This is an optimization exercise on Yosys and OpenROAD, whose aim is small area, a short achievable clock period and few clock cycles, not a production implementation. Only simulation tests tie the RTL to the original design; equivalence was not proved. Power is estimated from default activity; no workload was simulated.

==> flow/design.v <==
module xpfe (
    input             clk,
    input             rst,
    input      [4:0]  cfg_nh,
    input      [127:0] cfg_ids,
    input             in_valid,
    output            in_ready,
    input             in_kind,
    input      [31:0] in_data,
    output reg        tx_valid,
    input             tx_ready,
    output reg [7:0]  tx_data,
    output reg        tx_last,
    input             tx_err,
    output reg        res_valid,
    input             res_ready,
    output reg [2:0]  res_code,
    output reg        ev_valid,
    input             ev_ready,
    output reg [2:0]  ev_kind,
    output     [3:0]  ev_handle,
    output reg [3:0]  ev_reg,
    output     [7:0]  ev_id,
    output     [7:0]  ev_status,
    output     [15:0] ev_a,
    output     [15:0] ev_b
);
    localparam [15:0] C4 = 16'h0E28;    
    localparam integer D  = 4;          
    localparam integer DW = 2;
    localparam integer R  = 8;          
    localparam integer RW = 3;
    function [15:0] crc_step;
        input [15:0] acc;
        input [7:0]  b;
        reg   [15:0] t;
        integer k;
        begin
            t = {acc[15:8] ^ b, 8'h00};
            for (k = 0; k < 8; k = k + 1)
                t = t[15] ? ((t << 1) ^ 16'h8005) : (t << 1);
            crc_step = {acc[7:0], 8'h00} ^ t;
        end
    endfunction
    function [1:0] kmp_next;
        input [1:0] s;
        input [7:0] b;
        begin
            case (s)
                2'd0: kmp_next = (b == 8'hFF) ? 2'd1 : 2'd0;
                2'd1: kmp_next = (b == 8'hFF) ? 2'd2 : 2'd0;
                2'd2: kmp_next = (b == 8'hFD) ? 2'd3 : (b == 8'hFF) ? 2'd2 : 2'd0;
                default: kmp_next = (b == 8'hFF) ? 2'd1 : 2'd0;
            endcase
        end
    endfunction
    function [7:0] reg_addr;
        input [3:0] r;
        begin
            case (r)
                4'd0:  reg_addr = 8'h19;
                4'd1:  reg_addr = 8'h1E;
                4'd2:  reg_addr = 8'h25;
                4'd3:  reg_addr = 8'h20;
                4'd4:  reg_addr = 8'h27;
                4'd5:  reg_addr = 8'h18;
                4'd6:  reg_addr = 8'h0B;
                4'd7:  reg_addr = 8'h29;
                4'd8:  reg_addr = 8'h2D;
                4'd9:  reg_addr = 8'h2E;
                4'd10: reg_addr = 8'h1D;
                4'd11: reg_addr = 8'h1C;
                4'd12: reg_addr = 8'h1B;
                default: reg_addr = 8'h00;
            endcase
        end
    endfunction
    function reg_wide;
        input [3:0] r;
        begin
            reg_wide = (r == 4'd1) || (r == 4'd2) || (r == 4'd3) ||
                       (r == 4'd4) || (r == 4'd7);
        end
    endfunction
    integer i;
    reg        al;             
    reg [3:0]  n;              
    reg [1:0]  kmp;            
    reg [1:0]  ikmp;           
    reg        iseen;          
    reg [15:0] rcrc;
    reg [7:0]  b4, b5, b6, b7, b8, b9, b10, b11, b12;
    reg        rep;            
    reg [3:0]  rp, rend;
    reg        hhit;
    reg [3:0]  hidx;
    reg [3:0]  pend [0:15];
    reg [24:0]   q [0:D-1];
    reg [DW-1:0] qw, qr;
    reg [DW:0]   qc;
    reg [2:0]    rq [0:R-1];
    reg [RW-1:0] rqw, rqr;
    reg [RW:0]   rqc;
    wire ev_hold = ev_valid && (al || kmp == 2'd3);
    assign in_ready = !rep && (qc != D) && (rqc != R) && !ev_hold;
    wire acc    = in_valid && in_ready && !rst;
    wire rx_in  = acc && !in_kind;
    wire cmd_in = acc && in_kind;
    wire        rstep = rep && !ev_valid;
    reg  [7:0]  rpb;
    always @(*) begin
        case (rp)
            4'd4:    rpb = b4;
            4'd5:    rpb = b5;
            4'd6:    rpb = b6;
            4'd7:    rpb = b7;
            4'd8:    rpb = b8;
            4'd9:    rpb = b9;
            4'd10:   rpb = b10;
            4'd11:   rpb = b11;
            default: rpb = b12;
        endcase
    end
    wire [7:0]  pb    = rep ? rpb : in_data[7:0];
    wire        pstep = rx_in || rstep;
    wire [15:0] rL    = {b6, b5};
    wire        Lok   = (rL == 16'd4) || (rL == 16'd5) || (rL == 16'd6);
    wire [3:0]  lastn = rL[3:0] + 4'd6;
    wire        inc   = (n <= 4'd8) || (n <= rL[3:0] + 4'd4);
    wire [7:0]  crcl  = (rL[3:0] == 4'd4) ? b9 : (rL[3:0] == 4'd5) ? b10 : b11;
    wire [15:0] got   = {pb, crcl};
    wire        malf  = al && (n == 4'd10) && !Lok;
    wire        chk   = al && Lok && (n == lastn);
    wire        crcok = (rcrc == got);
    wire        drop1 = malf || (chk && !crcok);
    wire        ifull = (ikmp == 2'd3) && (pb == 8'h00);
    wire [1:0]  iknx  = kmp_next(ikmp, pb);
    reg        lk_hit;
    reg [3:0]  lk_idx;
    always @(*) begin
        lk_hit = 1'b0;
        lk_idx = 4'd0;
        for (i = 0; i < 16; i = i + 1) begin
            if ((i < cfg_nh) && (cfg_ids[i*8 +: 8] == b4)) begin
                lk_hit = 1'b1;
                lk_idx = lk_idx | i[3:0];
            end
        end
        if (b4 == 8'd254)
            lk_hit = 1'b0;
    end
    always @(posedge clk) begin
        hhit <= lk_hit;
        hidx <= lk_idx;
        if (pstep && al) begin
            case (n)
                4'd4:    b4  <= pb;
                4'd5:    b5  <= pb;
                4'd6:    b6  <= pb;
                4'd7:    b7  <= pb;
                4'd8:    b8  <= pb;
                4'd9:    b9  <= pb;
                4'd10:   b10 <= pb;
                4'd11:   b11 <= pb;
                default: b12 <= pb;
            endcase
        end
    end
    always @(posedge clk) begin
        if (rst) begin
            al  <= 1'b0;
            kmp <= 2'd0;
            rep <= 1'b0;
        end else begin
            if (rstep) begin
                rp <= rp + 4'd1;
                if (rp == rend)
                    rep <= 1'b0;
            end
            if (pstep) begin
                if (!al) begin
                    if (kmp == 2'd3 && pb == 8'h00) begin
                        al    <= 1'b1;
                        n     <= 4'd4;
                        rcrc  <= C4;
                        ikmp  <= 2'd0;
                        iseen <= 1'b0;
                    end else begin
                        kmp <= kmp_next(kmp, pb);
                    end
                end else if (drop1) begin
                    al <= 1'b0;
                    if (iseen || ifull) begin
                        kmp  <= 2'd0;
                        rep  <= 1'b1;
                        rp   <= 4'd4;
                        rend <= n;
                    end else begin
                        kmp <= iknx;
                    end
                end else if (chk) begin
                    al  <= 1'b0;
                    kmp <= 2'd0;
                end else begin
                    n <= n + 4'd1;
                    if (inc)
                        rcrc <= crc_step(rcrc, pb);
                    if (!iseen) begin
                        if (ifull)
                            iseen <= 1'b1;
                        else
                            ikmp <= iknx;
                    end
                end
            end
        end
    end
    always @(posedge clk) begin
        if (rst) begin
            ev_valid <= 1'b0;
        end else begin
            if (ev_valid && ev_ready)
                ev_valid <= 1'b0;
            if (pstep && (malf || chk)) begin
                ev_valid <= 1'b1;
                ev_reg   <= pend[hidx];
                if (malf)                  ev_kind <= 3'd2;
                else if (!crcok)           ev_kind <= 3'd3;
                else if (!hhit)            ev_kind <= 3'd4;
                else if (rL[3:0] == 4'd4)  ev_kind <= 3'd0;
                else                       ev_kind <= 3'd1;
            end
        end
    end
    wire [7:0] rlast = (rL[3:0] == 4'd4) ? b10 : (rL[3:0] == 4'd5) ? b11 : b12;
    assign ev_id     = b4;
    assign ev_status = b8;
    assign ev_handle = hidx;
    assign ev_b      = {rlast, crcl};
    assign ev_a      = (ev_kind[1:0] == 2'd3) ? rcrc :
                       (ev_kind[1:0] == 2'd1) ? {(rL[3:0] == 4'd5) ? 8'h00 : b10, b9} :
                       rL;
    wire [7:0]  c_op  = in_data[31:24];
    wire [3:0]  c_h   = in_data[23:20];
    wire [3:0]  c_reg = in_data[19:16];
    wire [7:0]  c_id  = cfg_ids[c_h*8 +: 8];
    wire        c_rd  = (c_op == 8'h02);
    reg  [2:0]  c_code;
    always @(*) begin
        if (c_op != 8'h02 && c_op != 8'h03)   c_code = 3'd2;
        else if ({1'b0, c_h} >= cfg_nh)       c_code = 3'd3;
        else if (c_reg > 4'd12)               c_code = 3'd4;
        else if (c_rd && c_id == 8'd254)      c_code = 3'd5;
        else                                  c_code = 3'd0;
    end
    wire        c_frame = (c_code == 3'd0);
    always @(posedge clk) begin
        if (rst) begin
            for (i = 0; i < 16; i = i + 1)
                pend[i] <= 4'd15;
        end else if (cmd_in && c_frame && c_rd) begin
            pend[c_h] <= c_reg;
        end
    end
    wire [24:0] hd     = q[qr];
    wire        h_rd   = hd[24];
    wire [3:0]  h_reg  = hd[23:20];
    wire [3:0]  h_h    = hd[19:16];
    wire [15:0] h_val  = hd[15:0];
    wire        h_wide = reg_wide(h_reg);
    wire        h_l7   = h_rd || h_wide;
    wire [3:0]  h_last = h_l7 ? 4'd13 : 4'd12;
    wire [7:0]  h_id   = cfg_ids[h_h*8 +: 8];
    wire [7:0]  h_p2   = h_rd ? (h_wide ? 8'd2 : 8'd1) :
                         (h_reg == 4'd0) ? {5'd0, h_val[2:0]} : h_val[7:0];
    wire [7:0]  h_p3   = h_rd ? 8'h00 : h_val[15:8];
    reg        busy;
    reg [3:0]  tidx;
    reg [15:0] tcrc;
    reg        fdone, ferr;    
    wire        t_ld   = !tx_valid || tx_ready;
    wire        t_acc  = tx_valid && tx_ready;
    wire [15:0] t_cnx  = crc_step(tcrc, tx_data);
    wire [3:0]  t_nx   = tidx + 4'd1;
    wire        t_fin  = (t_nx == h_last);
    wire        t_go   = t_ld && busy && !tx_last && !(t_fin && fdone);
    wire        t_new  = t_ld && (!busy || tx_last) && (qc != 0);
    wire        q_pop  = t_go && t_fin;
    reg [7:0] t_byte;
    always @(*) begin
        case (t_nx)
            4'd4:  t_byte = h_id;
            4'd5:  t_byte = h_l7 ? 8'd7 : 8'd6;
            4'd7:  t_byte = {7'd1, !h_rd};
            4'd8:  t_byte = reg_addr(h_reg);
            4'd10: t_byte = h_p2;
            4'd11: t_byte = h_l7 ? h_p3 : t_cnx[7:0];
            4'd12: t_byte = h_l7 ? t_cnx[7:0] : tcrc[15:8];
            4'd13: t_byte = tcrc[15:8];
            4'd1:  t_byte = 8'hFF;
            4'd2:  t_byte = 8'hFD;
            default: t_byte = 8'h00;
        endcase
    end
    always @(posedge clk) begin
        if (rst) begin
            tx_valid <= 1'b0;
            busy     <= 1'b0;
        end else begin
            if (t_acc && tidx >= 4'd4 && tidx <= h_last - 4'd2)
                tcrc <= t_cnx;
            if (t_new) begin
                tx_valid <= 1'b1;
                tx_data  <= 8'hFF;
                tx_last  <= 1'b0;
                tidx     <= 4'd0;
                busy     <= 1'b1;
                tcrc     <= C4;
            end else if (t_go) begin
                tx_valid <= 1'b1;
                tx_data  <= t_byte;
                tx_last  <= t_fin;
                tidx     <= t_nx;
            end else if (t_acc) begin
                tx_valid <= 1'b0;
                if (tx_last)
                    busy <= 1'b0;
            end
        end
    end
    wire [2:0] rh    = rq[rqr];
    wire       r_pop = (rqc != 0) && (!res_valid || res_ready) && (rh != 3'd0 || fdone);
    always @(posedge clk) begin
        if (rst) begin
            res_valid <= 1'b0;
            fdone     <= 1'b0;
        end else begin
            if (r_pop) begin
                res_valid <= 1'b1;
                res_code  <= (rh != 3'd0) ? rh : {2'b00, ferr};
                if (rh == 3'd0)
                    fdone <= 1'b0;
            end else if (res_ready) begin
                res_valid <= 1'b0;
            end
            if (t_acc && tx_last) begin
                fdone <= 1'b1;
                ferr  <= tx_err;
            end
        end
    end
    always @(posedge clk) begin
        if (rst) begin
            qw  <= 0;
            qr  <= 0;
            qc  <= 0;
            rqw <= 0;
            rqr <= 0;
            rqc <= 0;
        end else begin
            if (cmd_in && c_frame) begin
                q[qw] <= {c_rd, c_reg, c_h, in_data[15:0]};
                qw    <= (qw == D - 1) ? 0 : qw + 1'b1;
            end
            if (q_pop)
                qr <= (qr == D - 1) ? 0 : qr + 1'b1;
            qc <= qc + ((cmd_in && c_frame) ? 1'b1 : 1'b0) - (q_pop ? 1'b1 : 1'b0);
            if (cmd_in) begin
                rq[rqw] <= c_code;
                rqw     <= (rqw == R - 1) ? 0 : rqw + 1'b1;
            end
            if (r_pop)
                rqr <= (rqr == R - 1) ? 0 : rqr + 1'b1;
            rqc <= rqc + (cmd_in ? 1'b1 : 1'b0) - (r_pop ? 1'b1 : 1'b0);
        end
    end
endmodule
==> flow/run.sh <==
#!/bin/bash
# synth_recipe.tcl (not shown) runs the flow's synth.tcl, then flattens the netlist and writes it again
# the make line also repeats each setting of config.mk as NAME=value (left out here)
make -C /OpenROAD-flow-scripts/flow DESIGN_CONFIG=/design/flow/config.mk WORK_HOME=/design/flow/orfs CLKGATE_MAP_FILE= SYNTH_SCRIPT=/design/flow/synth_recipe.tcl finish
==> flow/config.mk <==
export PLATFORM = sky130hd
export DESIGN_NAME = xpfe
export DESIGN_NICKNAME = xpfe
export VERILOG_FILES = /design/flow/design.v
export SDC_FILE = /design/flow/constraint.sdc
export NUM_CORES = 4
export LEC_CHECK = 0
export CAP_MARGIN = 20
export CORE_MARGIN = 2
export CORE_UTILIZATION = 40
export SLEW_MARGIN = 20
==> flow/constraint.sdc <==
create_clock -name core_clock -period 8.0 [get_ports {clk}]
set_input_delay 1.6000 -clock core_clock [delete_from_list [all_inputs] [get_ports {clk}]]
set_output_delay 1.6000 -clock core_clock [all_outputs]
set_load 0.01 [all_outputs]
==> results_dict.tcl <==
set metrics [dict create \
    setup_tns_ns 0 \
    worst_clock_skew_ns 0.0259 \
    core_box_area_um2 51500 \
    clock_path_buffers 3 \
    number_of_endpoints_with_negative_hold_slack_in_the_final_report 0 \
    largest_registers "q (100), pend (64), rq (24)" \
    cts_inserted_buffers 41 \
    drt_pass1_iterations 7 \
    floorplan.io_pins 248 \
    cts_resized 0 \
    dp_hpwl_mm 54.4 \
    synth.cell_area_um2 20900 \
    post_cts.repair.setup_buffers 0 \
    cellPowerDensity_nw_per_um2 180 \
    cell_rows 83 \
    dr_drc_count 0 \
    critical_path_arrival_ns 6.22 \
    ant_nets 0 \
    crit_fanout 25 \
    synthToLayoutAreaGrowth_pct 21.5 \
    timing.hold.worst.class "flop to flop" \
    postRouteWirelength_mm 70.8 \
    final-setup-viol-count 0 \
    largest_register_ff_count 100 \
    clockPowerShare 0.418 \
    rsz0062_at_grt "no" \
    ys_async_sr_fraction 0 \
    synth_edf_count 331 \
    yosys_register_bits 367 \
    power.ir.vdd_worst_mv 0.128 \
    finalCriticalPeriod_ns 5.79 \
    max_cap_viol_count 0 \
    ys.flop_type "sky130_fd_sc_hd__edfxtp_1" \
    post_drt_via_cell_ratio 5.95 \
    cts_tree "built" \
    synth-warning-count 1 \
    grt_usage 0.262 \
    routed-via-count 15700 \
    clock_latency_ns 0.58 \
    pre_cts_slack_ns 1.93 \
    grt_pass1_vias 15700 \
    seqPwrFrac 0.469 \
    worst-slew-pin-transition_ns 1.09 \
    dr.first_iter.drc_count 1684 \
    hold_buffer_count_at_cts 0 \
    worst_ep_required_time_ns 8.43 \
    worst_setup_hold_path_clk_slew_ns 0.06 \
    fp.dieH_um 233 \
    worst_setup_path_start_kind "flop" \
    number_of_antenna_violations_at_the_first_check_in_global_routing 6 \
    drv_slew 0 \
    netSwitchingPower_w 0.00109 \
    path_class "flop to flop" \
    mapped_nets 1948 \
    slew_headroom 0.273 \
    postSynthAreaPerCell_um2 12.2 \
    grt_pass1_wl_mm 104 \
    cts.sink_count 367 \
    post-route-worst-setup-slack_ns 2.21 \
    netSwitchingFraction 0.238 \
    cp-end-kind "flop" \
    routability_driven_placement_congestion_ratio 0.949 \
    detail_route.wl_per_cell_um 26.7 \
    clock.fmax_mhz 173 \
    layout.nets 2165 \
    drive_gt1_frac 0.115 \
    synth_seq_area_share 0.510 \
    port_buffers 247 \
    syn-instance-count 1715 \
    clk_root_buffer_cell "sky130_fd_sc_hd__clkbuf_16" \
    grt_start_max_net_pins 49 \
    initial_core_utilization 0.406 \
    layout.filler_cells 4599 \
    gr-total-overflow 0 \
    cts_max_level 2 \
    intPower_w 0.00347 \
    outcome "finished clean" \
    max_flop_register "q" \
    final_period_util 0.723 \
    comb_power_share 0.113 \
    die_w_um 233 \
    floorplan.die_area_um2 54100 \
    finalCoreUtilization 0.493 \
    post_synth_num_cell_types 81 \
    power_leakage_nw 8.44 \
]
worst paths after layout:
path,start,to,slack [ns],cells after the start
hold / removal,busy,busy,0.46,2
setup / recovery,flop,qc[2],2.21,16
setup reg to reg,flop,qc[2],2.21,16
hold reg to reg,busy,busy,0.46,2
layer usage:
metal / up-vias / GRT usage / wire (µm)
met1: 7846 / 0.373 / 29600
met2: 890 / 0.405 / 32400
met3: 91 / 0.0528 / 7150
met4: 0 / 0.0792 / 1580
met5: - / 0 / 0
li1: 6922 / - / -
worst max-delay path: stages, from the launching register on:
cell and delay, ns:
sky130_fd_sc_hd__dfxtp_2 0.91, sky130_fd_sc_hd__mux4_2 0.68, sky130_fd_sc_hd__ha_1 0.24, sky130_fd_sc_hd__nor2_1 0.09
sky130_fd_sc_hd__mux2i_1 0.08, sky130_fd_sc_hd__o21bai_1 0.71, sky130_fd_sc_hd__nand2_1 0.61, sky130_fd_sc_hd__ha_1 0.49
sky130_fd_sc_hd__nor2_1 0.09, sky130_fd_sc_hd__nand2_1 0.13, sky130_fd_sc_hd__or4_1 0.63, sky130_fd_sc_hd__nand2_1 0.11
sky130_fd_sc_hd__nand2_1 0.06, sky130_fd_sc_hd__ha_1 0.19, sky130_fd_sc_hd__fa_1 0.38, sky130_fd_sc_hd__xnor2_1 0.17
sky130_fd_sc_hd__nor2_1 0.06
cell families (layout without fill, tap and decap cells):
kind of cell | Yosys count | count (layout) | share of synthesized area
compound gates | 274 | 274 | 0.0930
xor+xnor | 190 | 190 | 0.0807
fa+ha+maj | 60 | 60 | 0.0367
buf+inv | 173 | 419 | 0.0346
flops | 367 | 367 | 0.510
mux | 151 | 151 | 0.124
other cells | 0 | 6 | 0
simple gates | 500 | 500 | 0.120
power groups by stage:
stage	Clock, W	Combinational, W	Sequential [W]
2_1_floorplan	0	0.000262	0.00217
3_3_place_gp	0	0.000498	0.00218
3_5_place_dp	0	0.000504	0.00218
4_1_cts	0.00193	0.000508	0.00214
5_1_grt	0.00201	0.000552	0.00214
6_report	0.00191	0.000513	0.00214
metrics by stage:
| stage | area (µm²) | total power (W) | std cells | hold slack, ns |
|---|---|---|---|---|
| 3_5_place_dp | 24000 | 0.00268 | 2569 | 0.454 |
| 2_1_floorplan | 20900 | 0.00243 | 1715 | 0.437 |
| 4_1_cts | 25300 | 0.00458 | 2641 | 0.462 |
| 5_1_grt | 25400 | 0.00470 | 2646 | 0.484 |
| 3_3_place_gp | 24000 | 0.00268 | 2569 | 0.448 |
| 6_report | 25400 | 0.00456 | 2647 | 0.460 |
cell usage after synthesis, types with 5 or more instances:
master	n	area [µm²]
sky130_fd_sc_hd__dfxtp_1	36	721
sky130_fd_sc_hd__inv_1	66	248
sky130_fd_sc_hd__mux4_2	85	1910
sky130_fd_sc_hd__a31o_2	5	43.8
sky130_fd_sc_hd__o22ai_1	10	62.6
sky130_fd_sc_hd__buf_1	14	52.6
sky130_fd_sc_hd__o21ai_0	49	245
sky130_fd_sc_hd__nand4b_1	10	87.6
sky130_fd_sc_hd__o211ai_1	13	97.6
sky130_fd_sc_hd__a221o_1	9	90.1
sky130_fd_sc_hd__a22o_1	9	78.8
sky130_fd_sc_hd__nand3_1	40	200
sky130_fd_sc_hd__and3_1	14	87.6
sky130_fd_sc_hd__nor4_1	26	163
sky130_fd_sc_hd__nor2_1	103	387
sky130_fd_sc_hd__a311oi_1	5	43.8
sky130_fd_sc_hd__nand3b_1	5	37.5
sky130_fd_sc_hd__or3_1	6	37.5
sky130_fd_sc_hd__clkbuf_1	58	218
sky130_fd_sc_hd__a21boi_0	5	37.5
sky130_fd_sc_hd__nand2b_1	18	113
sky130_fd_sc_hd__a31oi_1	11	68.8
sky130_fd_sc_hd__buf_4	8	60.1
sky130_fd_sc_hd__and2_1	33	206
sky130_fd_sc_hd__a21o_1	21	158
sky130_fd_sc_hd__a22oi_1	19	143
sky130_fd_sc_hd__a221oi_1	6	52.6
sky130_fd_sc_hd__ha_1	58	726
sky130_fd_sc_hd__or2_2	5	31.3
sky130_fd_sc_hd__mux2_2	19	214
sky130_fd_sc_hd__xor2_1	64	561
sky130_fd_sc_hd__edfxtp_1	331	9940
sky130_fd_sc_hd__a21oi_1	55	275
sky130_fd_sc_hd__nand2_1	136	510
sky130_fd_sc_hd__xnor2_1	124	1090
sky130_fd_sc_hd__nor3_1	34	170
sky130_fd_sc_hd__nand4_1	36	225
sky130_fd_sc_hd__nor2b_1	12	75.1
sky130_fd_sc_hd__buf_2	22	110
sky130_fd_sc_hd__a211oi_1	10	75.1
sky130_fd_sc_hd__mux2i_1	47	470
sky130_fd_sc_hd__and4_1	5	43.8
sky130_fd_sc_hd__nor3b_1	7	52.6
cell type report:
type                       instances  area, µm²  share of cell area
sequential                       367      10700               0.420
multi-input combinational       1175       9550               0.376
timing repair buffer             278       2700               0.106
clock buffer                      56       1130              0.0447
tap                              680        851              0.0335
inverter                          69        259              0.0102
clock inverter                    16        209             0.00824
antenna                            6       15.0            0.000592
placed cells by master (no fill, tap or decap), types with 21 or more instances in the layout:
master                            count
sky130_fd_sc_hd__and2_1              32
sky130_fd_sc_hd__clkdlybuf4s50_1    245
sky130_fd_sc_hd__dfxtp_1             35
sky130_fd_sc_hd__mux4_2              85
sky130_fd_sc_hd__xnor2_1            124
sky130_fd_sc_hd__buf_4               31
sky130_fd_sc_hd__a21o_1              21
sky130_fd_sc_hd__mux2i_1             47
sky130_fd_sc_hd__nor3_1              34
sky130_fd_sc_hd__inv_1               66
sky130_fd_sc_hd__xor2_1              64
sky130_fd_sc_hd__nor2_1             102
sky130_fd_sc_hd__clkbuf_16           42
sky130_fd_sc_hd__nand4_1             36
sky130_fd_sc_hd__o21ai_0             49
sky130_fd_sc_hd__nand2_1            136
sky130_fd_sc_hd__edfxtp_1           331
sky130_fd_sc_hd__ha_1                58
sky130_fd_sc_hd__nand3_1             40
sky130_fd_sc_hd__nor4_1              21
sky130_fd_sc_hd__a21oi_1             55
Testbench counts, summed over its fixed seeds: cycles 26,654.

re-timing with driven ports:
The results above use ideal ports. As a check the final layout listed here was re-extracted and re-timed, cells and wires unchanged.
Step 1, drivers: a clkbuf_16 drives clk and a buf_2 each remaining input, both assumed.
Step 2 moves the port delays by t, midway between the first and last clock arrival at a register: inputs arrive t later, outputs are due t later. That takes back most of the time a late clock gives input paths.
a / b / c = ideal ports / drivers / drivers and shift; a / b = the first two.
t, ns: 0.627
slack for setup (ns): 2.212 / 2.212 / 1.992
worst slew at a driven data input, ns: 0.12
After both steps setup and hold are still met in this run. For this run, drivers alone change the setup slack by 0.000 ns; drivers and shift together by -0.220 ns.
